Background: an optimization exercise with open tools, aiming at small area, a short achievable clock period and few clock cycles per item. Do not read the settings as production practice. Where RTL was checked, it was by simulation tests only, not by an equivalence proof against the original. Power figures rest on the tool's default switching activity, not on a simulated workload.

==> flow/design.v (excerpt) <==
module gf2_rank (
    input  wire         clk,
    input  wire         rst,
    input  wire         start,
    input  wire [4:0]   rows_in,
    input  wire [5:0]   cols_in,
    output wire         ready,
    input  wire         row_valid,
    input  wire [31:0]  row_in,       
    output wire         row_ready,
    output reg          done,
    output wire [2:0]   err,
    output wire [5:0]   rank_out
);
    localparam NMAX = 32;
    localparam [NMAX-1:0] CUT = (32'd1 << 2) | (32'd1 << 11) | (32'd1 << 21);
    localparam FIRST = 2;              
    reg        loading;                    
    reg  [4:0] rem;                        
    reg        bad_r;                      
    reg  [4:0] cnt;                        
    reg  [NMAX-1:0] valid;                 
    reg  [5:0] n_r;                        
    reg        init;                       
    reg        rdy;                        
    assign ready     = rdy;
    assign row_ready = loading;
    assign err       = {1'b0, bad_r, bad_r};
    assign rank_out  = {1'b0, cnt};
    wire take      = row_valid & loading;
    wire take_last = take & (rem == 5'd1);
    wire [NMAX*(NMAX+1)-1:0] rbus;
    wire [NMAX:0] lbus, pbus, ebus;
    assign rbus[NMAX-1:0] = row_in;
    assign lbus[0] = take;
    assign pbus[0] = take;
    assign ebus[0] = take_last;
    genvar c;
    generate
        for (c = 0; c < NMAX; c = c + 1) begin : col
            wire [NMAX-1:0] rin;
            wire            lin, pin, ein;
            if (c > 0 && CUT[c]) begin : pipe
                reg [NMAX-1:0] r;
                reg            l, p, e;
                always @(posedge clk) begin
                    r <= rbus[NMAX*c +: NMAX];
  ...
Size: about 620 flip-flops, about 28,000 um2 of cells after synthesis.
==> module gf2_rank, before the edit <==
module gf2_rank (
    input  wire         clk,
    input  wire         rst,
    input  wire         start,
    input  wire [4:0]   rows_in,
    input  wire [5:0]   cols_in,
    output wire         ready,
    input  wire         row_valid,
    input  wire [31:0]  row_in,       
    output wire         row_ready,
    output reg          done,
    output wire [2:0]   err,
    output wire [5:0]   rank_out
);
    localparam NMAX = 32;
    localparam [NMAX-1:0] CUT = (32'd1 << 2) | (32'd1 << 11) | (32'd1 << 21);
    localparam FIRST = 2;              
    reg        loading;                    
    reg  [4:0] rem;                        
    reg        bad_r;                      
    reg  [4:0] cnt;                        
    reg  [NMAX-1:0] valid;                 
    reg  [5:0] n_r;                        
    reg        init;                       
    reg        rdy;                        
    assign ready     = rdy;
    assign row_ready = loading;
    assign err       = {1'b0, bad_r, bad_r};
    assign rank_out  = {1'b0, cnt};
    wire take      = row_valid & loading;
    wire take_last = take & (rem == 5'd1);
    wire [NMAX*(NMAX+1)-1:0] rbus;
    wire [NMAX:0] lbus, pbus, ebus;
    assign rbus[NMAX-1:0] = row_in;
    assign lbus[0] = take;
    assign pbus[0] = take;
    assign ebus[0] = take_last;
    genvar c;
    generate
        for (c = 0; c < NMAX; c = c + 1) begin : col
            wire [NMAX-1:0] rin;
            wire            lin, pin, ein;
            if (c > 0 && CUT[c]) begin : pipe
                reg [NMAX-1:0] r;
                reg            l, p, e;
                always @(posedge clk) begin
                    r <= rbus[NMAX*c +: NMAX];
                    if (rst) begin
                        l <= 1'b0;
                        p <= 1'b0;
                        e <= 1'b0;
                    end else begin
                        l <= lbus[c];
                        p <= pbus[c];
                        e <= ebus[c];
                    end
                end
                assign rin = r;
                assign lin = l;
                assign pin = p;
                assign ein = e;
            end else begin : thru
                assign rin = rbus[NMAX*c +: NMAX];
                assign lin = lbus[c];
                assign pin = pbus[c];
                assign ein = ebus[c];
            end
            reg  [NMAX-1:0] slot;
            wire [NMAX-1:0] hi  = ~((32'd2 << c) - 32'd1);
            wire            hit = rin[c];
            wire            put = lin & hit & ~valid[c];
            wire            red = hit & valid[c];
            always @(posedge clk)
                if (put)
                    slot <= rin & hi;
            assign rbus[NMAX*(c+1) +: NMAX] = rin ^ ({NMAX{red}} & slot & hi);
            assign lbus[c+1] = lin & ~(hit & ~valid[c]);
            assign pbus[c+1] = pin;
            assign ebus[c+1] = ein;
            if (c < FIRST) begin : v0
                always @(posedge clk)
                    if (start)
                        valid[c] <= (cols_in <= c);
                    else if (put)
                        valid[c] <= 1'b1;
            end else begin : v1
                always @(posedge clk)
                    if (init)
                        valid[c] <= (n_r <= c);
                    else if (put)
                        valid[c] <= 1'b1;
            end
        end
    endgenerate
    wire stored = pbus[NMAX] & ~lbus[NMAX];
    wire fin    = ebus[NMAX];
    always @(posedge clk) begin
        if (rst) begin
            rdy     <= 1'b1;
            loading <= 1'b0;
            done    <= 1'b0;
            init    <= 1'b0;
        end else begin
            done <= (start && rows_in == 5'd0) || fin;
            init <= start;
            if (start) begin
                rdy     <= (rows_in == 5'd0);
                loading <= (rows_in != 5'd0);
            end else begin
                if (fin)
                    rdy <= 1'b1;
                if (take_last)
                    loading <= 1'b0;
            end
        end
        if (start) begin
            n_r   <= cols_in;
            rem   <= rows_in;
            bad_r <= (rows_in > 5'd16) || (cols_in > 6'd32);
        end else if (take) begin
            rem   <= rem - 5'd1;
        end
        if (start || bad_r)
            cnt <= 5'd0;
        else
            cnt <= cnt + {4'd0, stored};
    end
endmodule
==> flow/config.mk <==
export PLATFORM = sky130hd
export DESIGN_NAME = gf2_rank
export DESIGN_NICKNAME = gf2_rank
export VERILOG_FILES = /design/flow/design.v
export SDC_FILE = /design/flow/constraint.sdc
export NUM_CORES = 4
export LEC_CHECK = 0
export CAP_MARGIN = 20
export CORE_MARGIN = 2
export CORE_UTILIZATION = 30
export SLEW_MARGIN = 20
==> flow/constraint.sdc <==
create_clock -name core_clock -period 12.0 [get_ports {clk}]
set_input_delay 2.4000 -clock core_clock [delete_from_list [all_inputs] [get_ports {clk}]]
set_output_delay 2.4000 -clock core_clock [all_outputs]
set_load 0.01 [all_outputs]
standard.sh (not shown) runs the stock make flow with config.mk's settings and CLKGATE_MAP_FILE= SYNTH_SCRIPT=/design/flow/synth_recipe.tcl, a recipe that flattens the netlist after the stock synthesis.
==> flow/flow/run.sh <==
#!/bin/bash
set -euo pipefail
bash standard.sh SETUP_SLACK_MARGIN=8.5 finish > make_finish.log 2>&1
Testbench counts at the start, summed over its fixed seeds: cycles 11,804, items 960.
Next try:
--- a/flow/design.v
+++ b/flow/design.v
@@ -13,7 +13,7 @@
     output wire [5:0]   rank_out
 );
     localparam NMAX = 32;
-    localparam [NMAX-1:0] CUT = (32'd1 << 2) | (32'd1 << 11) | (32'd1 << 21);
+    localparam [NMAX-1:0] CUT = (32'd1 << 2) | (32'd1 << 9) | (32'd1 << 15) | (32'd1 << 21) | (32'd1 << 27);
     localparam FIRST = 2;              
     reg        loading;                    
     reg  [4:0] rem;                        
The new run finished clean. Global-route usage is lower by 1.8 points. Area after synthesis came out higher by 4.0%. Non-clock buffer count fell by 168. Via count falls by 3.2%. Clock skew grows by 20 ps.
The RTL of the second run of this note was laid out without a check of its function.

---

## the previous run
The RTL this note starts from:
==> flow/design.v <==
module gf2_rank (
    input  wire         clk,
    input  wire         rst,
    input  wire         start,
    input  wire [4:0]   rows_in,
    input  wire [5:0]   cols_in,
    output wire         ready,
    input  wire         row_valid,
    input  wire [31:0]  row_in,       
    output wire         row_ready,
    output reg          done,
    output wire [2:0]   err,
    output wire [5:0]   rank_out
);
    localparam NMAX = 32;
    localparam [NMAX-1:0] CUT = (32'd1 << 3) | (32'd1 << 10) | (32'd1 << 17) | (32'd1 << 24);
    localparam FIRST = 3;              
    reg        loading;                    
    reg  [4:0] rem;                        
    reg        bad_r;                      
    reg        bad_q;                      
    reg  [4:0] cnt;                        
    reg  [4:0] rank_q;                     
    reg  [NMAX-1:0] valid;                 
    reg  [5:0] n_r;                        
    reg        init;                       
    reg        rdy;                        
    assign ready     = rdy;
    assign row_ready = loading;
    assign err       = {1'b0, bad_q, bad_q};
    assign rank_out  = {1'b0, rank_q};
    wire take      = row_valid & loading;
    wire take_last = take & (rem == 5'd1);
    wire flush     = rst | start;
    wire [NMAX*(NMAX+1)-1:0] rbus;
    wire [NMAX:0] lbus, pbus, ebus;
    assign rbus[NMAX-1:0] = row_in;
    assign lbus[0] = take;
    assign pbus[0] = take;
    assign ebus[0] = take_last;
    wire [NMAX-1:0] fin_v, now_v, pre_v;
    genvar c;
    generate
        for (c = 0; c < NMAX; c = c + 1) begin : col
            wire [NMAX-1:0] rin;
            wire            lin, pin, ein;
            if (c > 0 && CUT[c]) begin : pipe
                reg [NMAX-1:0] r;
                reg            l, p, e;
                always @(posedge clk) begin
                    r <= rbus[NMAX*c +: NMAX];
                    if (flush) begin
                        l <= 1'b0;
                        p <= 1'b0;
                        e <= 1'b0;
                    end else begin
                        l <= lbus[c];
                        p <= pbus[c];
                        e <= ebus[c];
                    end
                end
                assign rin = r;
                assign lin = l;
                assign pin = p;
                assign ein = e;
            end else begin : thru
                assign rin = rbus[NMAX*c +: NMAX];
                assign lin = lbus[c];
                assign pin = pbus[c];
                assign ein = ebus[c];
            end
            reg  [NMAX-1:0] slot;
            wire [NMAX-1:0] hi  = ~((32'd2 << c) - 32'd1);
            wire            hit = rin[c];
            wire            put = lin & hit & ~valid[c];
            wire            red = hit & valid[c];
            always @(posedge clk)
                if (put)
                    slot <= rin & hi;
            assign rbus[NMAX*(c+1) +: NMAX] = rin ^ ({NMAX{red}} & slot & hi);
            assign lbus[c+1] = lin & ~(hit & ~valid[c]);
            assign pbus[c+1] = pin;
            assign ebus[c+1] = ein;
            if (c < FIRST) begin : v0
                always @(posedge clk)
                    valid[c] <= (start & (cols_in <= c)) | (~start & (valid[c] | put));
            end else begin : v1
                always @(posedge clk)
                    valid[c] <= (init & (n_r <= c)) | (~init & (valid[c] | put));
            end
            if (c >= FIRST && (c == NMAX - 1 || CUT[c+1])) begin : cend
                wire sel;
                if (c == NMAX - 1)
                    assign sel = (n_r > lo(c));
                else if (lo(c) == FIRST)
                    assign sel = (n_r <= c + 1);
                else
                    assign sel = (n_r > lo(c)) & (n_r <= c + 1);
                wire lq, pq;
                if (c == NMAX - 1) begin : stat
                    reg l, p;
                    always @(posedge clk)
                        if (flush) begin
                            l <= 1'b0;
                            p <= 1'b0;
                        end else begin
                            l <= lbus[c+1];
                            p <= pbus[c+1];
                        end
                    assign lq = l;
                    assign pq = p;
                end else begin : nxt
                    assign lq = col[c+1].pipe.l;
                    assign pq = col[c+1].pipe.p;
                end
                assign fin_v[c] = sel & ebus[c+1];
                assign now_v[c] = sel & pbus[c+1] & ~lbus[c+1];
                assign pre_v[c] = sel & pq & ~lq;
            end else begin : cmid
                assign fin_v[c] = 1'b0;
                assign now_v[c] = 1'b0;
                assign pre_v[c] = 1'b0;
            end
        end
    endgenerate
    function integer lo;
        input integer c;
        integer i;
        begin
            lo = 0;
            for (i = 1; i <= c; i = i + 1)
                if (CUT[i])
                    lo = i;
        end
    endfunction
    wire fin = |fin_v;                     
    wire now = |now_v;                     
    wire pre = |pre_v;                     
    wire       clr   = start | bad_r;
    wire [4:0] acc   = cnt + {4'd0, pre};
    wire [4:0] rnk_1 = clr ? 5'd0 : acc + 5'd1;
    wire [4:0] rnk_0 = clr ? 5'd0 : acc;
    always @(posedge clk) begin
        if (rst) begin
            done    <= 1'b0;
            init    <= 1'b0;
        end else begin
            done <= (start && rows_in == 5'd0) || fin;
            init <= start;
        end
        rdy     <= rst | (start & (rows_in == 5'd0)) | (~start & (rdy | fin));
        loading <= ~rst & ((start & (rows_in != 5'd0)) | (~start & loading & ~take_last));
        bad_q   <= start ? ((rows_in > 5'd16) | (cols_in > 6'd32)) : bad_r;
        if (start) begin
            n_r   <= cols_in;
            rem   <= rows_in;
            bad_r <= (rows_in > 5'd16) || (cols_in > 6'd32);
        end else if (take) begin
            rem   <= rem - 5'd1;
        end
        cnt    <= start ? 5'd0 : acc;
        rank_q <= now ? rnk_1 : rnk_0;
    end
endmodule
==> flow/config.mk <==
export PLATFORM = sky130hd
export DESIGN_NAME = gf2_rank
export DESIGN_NICKNAME = gf2_rank
export VERILOG_FILES = /design/flow/design.v
export SDC_FILE = /design/flow/constraint.sdc
export NUM_CORES = 4
export LEC_CHECK = 0
export CAP_MARGIN = 20
export CORE_MARGIN = 2
export CORE_UTILIZATION = 50
export CTS_BUF_LIST = sky130_fd_sc_hd__clkbuf_8
export CTS_CLUSTER_DIAMETER = 80
export CTS_CLUSTER_SIZE = 16
export SLEW_MARGIN = 20
==> flow/constraint.sdc <==
create_clock -name core_clock -period 12.0 [get_ports {clk}]
set_input_delay 2.4000 -clock core_clock [delete_from_list [all_inputs] [get_ports {clk}]]
set_output_delay 2.4000 -clock core_clock [all_outputs]
set_load 0.01 [all_outputs]
==> flow/flow/run.sh <==
#!/bin/bash
set -euo pipefail
bash standard.sh SETUP_SLACK_MARGIN=8.45 "BUFFER_PORTS_ARGS=-buffer_cell sky130_fd_sc_hd__buf_2" finish > make_finish.log 2>&1
### the previous run -> the current run
--- a/flow/design.v
+++ b/flow/design.v
@@ -13,7 +13,7 @@
     output wire [5:0]   rank_out
 );
     localparam NMAX = 32;
-    localparam [NMAX-1:0] CUT = (32'd1 << 3) | (32'd1 << 10) | (32'd1 << 17) | (32'd1 << 24);
+    localparam [NMAX-1:0] CUT = (32'd1 << 3) | (32'd1 << 9) | (32'd1 << 16) | (32'd1 << 23) | (32'd1 << 30);
     localparam FIRST = 3;              
     reg        loading;                    
     reg  [4:0] rem;                        
## What came out
- Arrival time of data at the critical path endpoint for the current run is lower than for the previous run.
- Lower routed length on met1 among the current run and the previous run: the current run
- Wire length, the current run and the previous run: lower on the current run
- Of the current run and the previous run, the higher combinational power share belongs to the previous run.
- Relative to the previous run, slew at the pin closest to its max-slew limit has gone down in the current run.
No functional check of the RTL was part of any run of this note.

-- what the ideal ports hide --
The flow's constraints put no driver on any port. The routed layouts listed below were extracted and timed again, unchanged, in two steps. Step 1: set_driving_cell puts a clkbuf_16 on clk and a buf_2 on each other input, an assumption about the parent block. Step 2 also shifts input and output timing later by t, the mid clock arrival at the registers, as if the neighbouring blocks saw the same clock. Slacks: no drivers / after step 1 / after step 2; pairs: no drivers / after step 1.
run	t, ns	slack for setup (ns)	worst slew at a driven data input, ns
the first run of note 1	0.714	6.700 / 6.700 / 6.700	0.18
the second run of note 1	0.690	8.365 / 8.300 / 7.916	0.07
the previous run	0.718	8.081 / 8.081 / 7.835	0.04
the current run	0.710	8.452 / 8.395 / 7.834	0.04
After both steps setup and hold are still met in every run listed. The setup slack of the current run, which loses most, moves by -0.057 ns with the drivers and by -0.618 ns with both steps.
